Background: an optimization exercise with open tools, aiming at small area, a short achievable clock period and few clock cycles. Do not read the settings as production practice.
In this exercise RTL edits were held to simulation tests only and were not proved equivalent to the original.
Power figures rest on the tool's default switching activity, not on a simulated workload.

`run.sh`:
```
#!/bin/bash
# synth_recipe.tcl (not shown) runs the flow's synth.tcl, then flattens the netlist and writes it again
# the make line also repeats each setting of config.mk as NAME=value (left out here)
make -C /OpenROAD-flow-scripts/flow DESIGN_CONFIG=/design/flow/config.mk WORK_HOME=/design/flow/orfs CLKGATE_MAP_FILE= SYNTH_SCRIPT=/design/flow/synth_recipe.tcl finish
```
`design.v`:
```
module rle_encoder (
    input  wire       clk,
    input  wire       rst,           
    input  wire       in_valid,
    output wire       in_ready,
    input  wire [7:0] in_data,
    input  wire       in_last,
    output wire       out_valid,
    input  wire       out_ready,
    output reg  [7:0] out_data,
    output reg        out_last
);
    localparam S_IN      = 3'd0;    
    localparam S_FIN     = 3'd1;    
    localparam S_LIT_TAG = 3'd2;
    localparam S_LIT_LEN = 3'd3;
    localparam S_LIT_DAT = 3'd4;
    localparam S_RUN_TAG = 3'd5;
    localparam S_RUN_LEN = 3'd6;
    localparam S_RUN_VAL = 3'd7;
    localparam A_IN   = 2'd0;       
    localparam A_FIN  = 2'd1;
    localparam A_RUN  = 2'd2;
    localparam A_DONE = 2'd3;
    reg  [2:0] state;
    reg  [1:0] after;
    reg        fin;                 
    reg  [7:0] v;                   
    reg  [8:0] k;                   
    reg  [7:0] rv;                  
    reg  [7:0] rk;
    reg  [7:0] lit [0:254];         
    reg  [7:0] lit_len;
    reg  [7:0] rd_idx;
    assign in_ready  = (state == S_IN);
    assign out_valid = (state == S_LIT_TAG) || (state == S_LIT_LEN) || (state == S_LIT_DAT) ||
                       (state == S_RUN_TAG) || (state == S_RUN_LEN) || (state == S_RUN_VAL);
    always @(*) begin
        out_data = 8'd0;
        out_last = 1'b0;
        case (state)
            S_LIT_TAG: out_data = 8'h00;
            S_LIT_LEN: out_data = lit_len;
            S_LIT_DAT: begin
                out_data = lit[rd_idx];
                out_last = (rd_idx == lit_len - 8'd1) && (after == A_DONE);
            end
            S_RUN_TAG: out_data = 8'h01;
            S_RUN_LEN: out_data = rk;
            S_RUN_VAL: begin
                out_data = rv;
                out_last = fin && (k == 9'd0);
            end
            default: ;
        endcase
    end
    always @(posedge clk) begin
        if (rst) begin
            state   <= S_IN;
            after   <= A_IN;
            fin     <= 1'b0;
            k       <= 9'd0;
            lit_len <= 8'd0;
            rd_idx  <= 8'd0;
        end else begin
            case (state)
                S_IN: begin
                    if (in_valid) begin
                        fin <= in_last;
                        if (k == 9'd0) begin
                            v <= in_data;
                            k <= 9'd1;
                            if (in_last) state <= S_FIN;
                        end else if (in_data == v && k < 9'd255) begin
                            k <= k + 9'd1;
                            if (in_last) state <= S_FIN;
                        end else if (k == 9'd1) begin
                            lit[lit_len] <= v;
                            lit_len      <= lit_len + 8'd1;
                            v            <= in_data;
                            if (lit_len == 8'd254) begin
                                after <= in_last ? A_FIN : A_IN;
                                state <= S_LIT_TAG;
                            end else if (in_last) begin
                                state <= S_FIN;
                            end
                        end else begin
                            rv <= v;
                            rk <= k[7:0];
                            v  <= in_data;
                            k  <= 9'd1;
                            if (lit_len != 8'd0) begin
                                after <= A_RUN;
                                state <= S_LIT_TAG;
                            end else begin
                                state <= S_RUN_TAG;
                            end
                        end
                    end
                end
                S_FIN: begin
                    if (k >= 9'd2) begin
                        rv <= v;
                        rk <= k[7:0];
                        k  <= 9'd0;
                        if (lit_len != 8'd0) begin
                            after <= A_RUN;
                            state <= S_LIT_TAG;
                        end else begin
                            state <= S_RUN_TAG;
                        end
                    end else if (k == 9'd1) begin
                        lit[lit_len] <= v;
                        lit_len      <= lit_len + 8'd1;
                        k            <= 9'd0;
                        after        <= A_DONE;
                        state        <= S_LIT_TAG;
                    end else begin
                        fin   <= 1'b0;
                        state <= S_IN;
                    end
                end
                S_LIT_TAG: if (out_ready) state <= S_LIT_LEN;
                S_LIT_LEN: if (out_ready) begin
                    rd_idx <= 8'd0;
                    state  <= S_LIT_DAT;
                end
                S_LIT_DAT: if (out_ready) begin
                    rd_idx <= rd_idx + 8'd1;
                    if (rd_idx == lit_len - 8'd1) begin
                        lit_len <= 8'd0;
                        case (after)
                            A_IN:    state <= S_IN;
                            A_FIN:   state <= S_FIN;
                            A_RUN:   state <= S_RUN_TAG;
                            default: begin
                                fin   <= 1'b0;
                                state <= S_IN;
                            end
                        endcase
                    end
                end
                S_RUN_TAG: if (out_ready) state <= S_RUN_LEN;
                S_RUN_LEN: if (out_ready) state <= S_RUN_VAL;
                S_RUN_VAL: if (out_ready) state <= fin ? S_FIN : S_IN;
                default: state <= S_IN;
            endcase
        end
    end
endmodule
```
`config.mk`:
```
export PLATFORM = sky130hd
export DESIGN_NAME = rle_encoder
export DESIGN_NICKNAME = rle_encoder
export VERILOG_FILES = /design/flow/design.v
export SDC_FILE = /design/flow/constraint.sdc
export NUM_CORES = 4
export LEC_CHECK = 0
export CAP_MARGIN = 20
export CORE_MARGIN = 2
export CORE_UTILIZATION = 40
export SLEW_MARGIN = 20
```
`constraint.sdc`:
```
create_clock -name core_clock -period 10.0 [get_ports {clk}]
set_input_delay 2.0000 -clock core_clock [delete_from_list [all_inputs] [get_ports {clk}]]
set_output_delay 2.0000 -clock core_clock [all_outputs]
set_load 0.01 [all_outputs]
```
==> run summary <==
==> layer usage <==
layer	track usage	wire, um	share of wire
met5	0	28	0.00012
met4	0.08368	9287	0.041
met3	0.04976	22180	0.098
met2	0.3170	102400	0.45
met1	0.3057	93370	0.41
==> logic make-up (layout without fill, tap and decap cells) <==
logic type | Yosys count | count (layout)
flip-flops | 2103 | 2103
AND/OR/NAND/NOR | 739 | 739
multiplexers | 675 | 675
AO/OA/AOI/OAI | 388 | 388
buffers and inverters | 279 | 558
XOR/XNOR | 23 | 23
adder cells (fa/ha/maj) | 11 | 11
other | 0 | 4
==> path summary, 6_finish.rpt <==
kind | from | endpoint
min | fin | fin
min reg2reg | fin | fin
max | flop | out_data[6]
max reg2reg | v[7] | lit[149][1]
==> per-stage QoR <==
step           cell area (um2)  setup WS [ps]  total power [mW]  utilization
3_5_place_dp             86710           2824             12.04       0.4179
5_1_grt                  93530           1777             20.13       0.4508
3_3_place_gp             86710           2529             12.01       0.4179
4_1_cts                  93450           1885             19.66       0.4504
6_report                 93540           1642             19.58       0.4508
2_1_floorplan            83620           4325             11.54            -
==> power groups by stage <==
stage / registers [mW] / clock network, mW / logic, mW
floorplan: 10.5 / 0 / 1.08
global placement: 10.3 / 0 / 1.76
detailed placement: 10.3 / 0 / 1.79
CTS: 10.1 / 7.80 / 1.79
global route: 10.1 / 8.14 / 1.93
finish: 10.1 / 7.70 / 1.81
==> Yosys cell counts (all sizes together) (8+ instances only) <==
master,number
edfxtp,2064
mux4,465
nor2,295
nand2,198
mux2i,191
buf,162
clkbuf,94
a21oi,81
nand3,68
o221ai,57
o21ai,55
nor3,50
o22ai,43
dfxtp,39
and3,21
a211oi,20
a31oi,20
inv,19
mux2,19
nor2b,18
and2,16
nand4,16
xor2,14
nand2b,12
nor4,12
a2111oi,11
ha,11
o31ai,9
or3,9
xnor2,9
a22oi,8
or2,8
==> flip-flops by register name, indices dropped and copies added, names as in the netlist, named ones only <==
signal   cells
after        2
state        3
rv           8
v            8
rd_idx       8
lit       2040
rk           8
fin          1
lit_len      8
k            9
==> critical path, stage by stage (launching register included) <==
cell and delay, ps:
dfxtp_4 1000, buf_12 340, buf_4 260, mux2i_1 120, o22ai_1 300, nor4_1 100
o41ai_1 840, nand3_1 160, nor4b_1 1170, buf_4 260, or3_1 220, clkdlybuf4s50_1 580
==> final cells by class <==
type,count,area [um2],share of cell area
Sequential cell,2103,62780,0.6712
Multi-Input combinational cell,1836,19110,0.2043
Clock buffer,276,5618,0.06006
Tap cell,2788,3488,0.03729
Timing Repair Buffer,140,1325,0.01417
Clock inverter,121,1119,0.01196
Inverter,21,87.58,0.0009364
Antenna cell,4,10.01,0.0001070
==> flow_results.org <==
** Die
- In this run the standard cell core region covers 207500 um2.
- I/O pin count :: 24
- The die covers 212700 um2.
- Initial core utilization :: 0.4030
- The floorplan has 167 rows.
- Vertical die dimension :: about 460 um
- Die X-Extent :: 461.2 um

** Global routing
- The via count of the first global-routing pass came to 42430.
- The total overflow left after global routing is 0.
- The first global-routing pass estimated approximately 320 mm of wire.
- Entering global routing, the biggest net connects 200 pins.
- Overall Global Routing Usage :: 0.2136
- Number of antenna violations at the first check in global routing :: 8

** STA
- Part of the cycle the worst path needs :: 0.8358
- Setup repair after global routing left no endpoint under its margin.
- The total count of max-transition violations in the final report was 0.
- Final hold vios :: 0
- Final setup violation count :: 0
- Maximum clock rate :: 119.7 MHz
- Final setup skew :: 45.72 ps
- Shortest period the worst path allows :: between 8000 and 9000 ps
- Worst Max-Slew Pin Slew :: 1394 ps
- Hold timing on the final database bottoms out at a slack of around 500 ps.
- Summed over all failing endpoints, the final setup total negative slack is 0 ps.
- Slew HR :: 0.05791

** Placed design
- Detailed-placement wirelength estimate :: 136.5 mm
- Routability-driven placement finished with a final weighted congestion of 0.8859.
- Counting tap cells, the placed design contains a total of ~7000 instances.
- Number of buffers added on ports :: 23

** Clock network
- Clock-pin slew of the registers on the worst-case setup and hold paths :: ~60 ps
- Maximum root-to-sink buffer count :: 3
- TritonCTS created 213 clock buffers.
- Clock tree synthesis selected as its root buffer the cell clkbuf_16.
- Post-CTS timing repair inserted 0 buffers for setup.
- Cts hold-fix bufs :: 0
- CTS built an H-tree with a depth of 4.
- Cts repair resizes :: 0
- Clock latency on the worst-skew pair :: 880 ps
- The clock drives 2103 sinks.
- TritonCTS clock tree :: yes

** Setup path
- Worst Setup Path Type :: reg -> out
- Data on the critical path is required at its endpoint by 8000 ps.
- In this run the worst path has a maximum fanout of 43.
- Measured in cells, the most critical reg-to-reg path has a length of 9.
- For flop-to-flop paths, the worst setup slack is 5230 ps.
- STA classifies the critical path endpoint as an output pin.
- Kind of start point of the critical path :: flop
- STA puts the critical path data arrival time at ~6400 ps.

** Logic synthesis
- In the synthesized netlist the async set-or-reset flop fraction comes to 0.
- Summing every instance area after synthesis gives 83620 um2.
- Cells taking the most area after synthesis :: edfxtp_1, mux4_2, mux2i_1, nor2_1, dfxtp_1
- A synthesized cell averages 19.82 um2.
- Top flip-flop cell by instance count after synthesis :: edfxtp_1
- Combinational family with the most area after synthesis :: multiplexers
- The largest total area in the synthesized netlist belongs to edfxtp_1.
- Synth warn :: 1
- Post-synthesis register bit count :: 2103
- Post-synth EDFFs :: 2064
- Of the total synthesized cell area, the portion taken by full adders, half adders and majority gates is 0.001646.
- Of the total synthesized cell area, the portion taken by XOR and XNOR cells is 0.002409.
- Counting distinct cell types in the post-synthesis netlist gives around 90.
- Multiplexer share of the synthesized area :: 0.1515
- Synthesis produced between 4000 and 5000 cells.
- Synthesized-area fraction occupied by and/or/nand/nor cells :: 0.03974
- The share of synthesized area in the top cell type comes to 0.7412.
- Number of nets in the synthesized netlist :: 4242
- Post-synthesis compound-gate area fraction :: 0.03235
- The share of the Yosys chip area taken by registers is 0.7505.

** Power
- Comb pwr share :: 0.093
- LEAKAGE :: 27.86 nW
- Worst IR Drop VDD :: 164.5 uV
- Clock network fraction of design power :: 0.393
- Power spent charging and discharging nets :: 4.630 mW
- Of the total power, the share spent switching nets is 0.2365.
- Cell internal power was estimated by the tool at 14.95 mW.
- Power spread over the standard cell area amounts to 209.3 nW/um2.
- Sequential Power Share :: 0.514

** Final layout
- In the final layout, the share of cells above drive strength 1 is 0.2024.
- Commonest non-fill, non-tap cell in the layout :: edfxtp_1
- Most frequent cells in the layout :: edfxtp_1, mux4_2, nor2_1
- From synthesis to final layout, the design area changed by 11.86%.
- The layout has about 17000 filler cells.
- At the end of the flow, the number of nets in the layout was around 4300.
- Once layout is complete, the cells apart from fillers number 7289.

** Routing
- The first routing iteration left 5664 violations.
- Count of antenna-violating nets left after detailed routing :: 0
- After detailed routing, the number of remaining DRC violations is 0.
- In the final routed layout, each cell accounts on average for 31.18 um.
- After detailed routing, the total wire length is 227.2 mm.
- First drt pass iteration count :: 6
- The routed layout has ~43000 vias.
- Average via count per standard cell :: 5.902

** Min path
- Worst hold stages :: 2
- Class of the tightest hold or removal check :: reg -> reg

** Outcome
- The run finished with no timing, DRC or antenna violations.

** Job
- Max-cap check violation count :: 0
Testbench counts, summed over its fixed seeds: cycles 58,530.

## what the ideal ports hide
No port has a modelled driver above. Below, the same layout with a new extraction and two added sets of constraints.
Step 1, drivers: a clkbuf_16 drives clk and a buf_2 each remaining input, both assumed.
Step 2 times the ports against the registers' clock, not the clock port: input delays grow and output delays shrink by t, the midpoint of the rising clock arrivals with the driver on.
Three values: ideal ports, drivers, drivers and shift; two values: the first two.
t (ns): 0.930
slack for setup (ns): 1.642 / 1.560 / 2.490
worst setup path after step 2: register to output
worst register clock-pin slew, ns: 0.07 / 0.07
After both steps this run still meets setup and hold. The setup slack of this run moves by -0.082 ns with the drivers and by +0.848 ns with both steps.
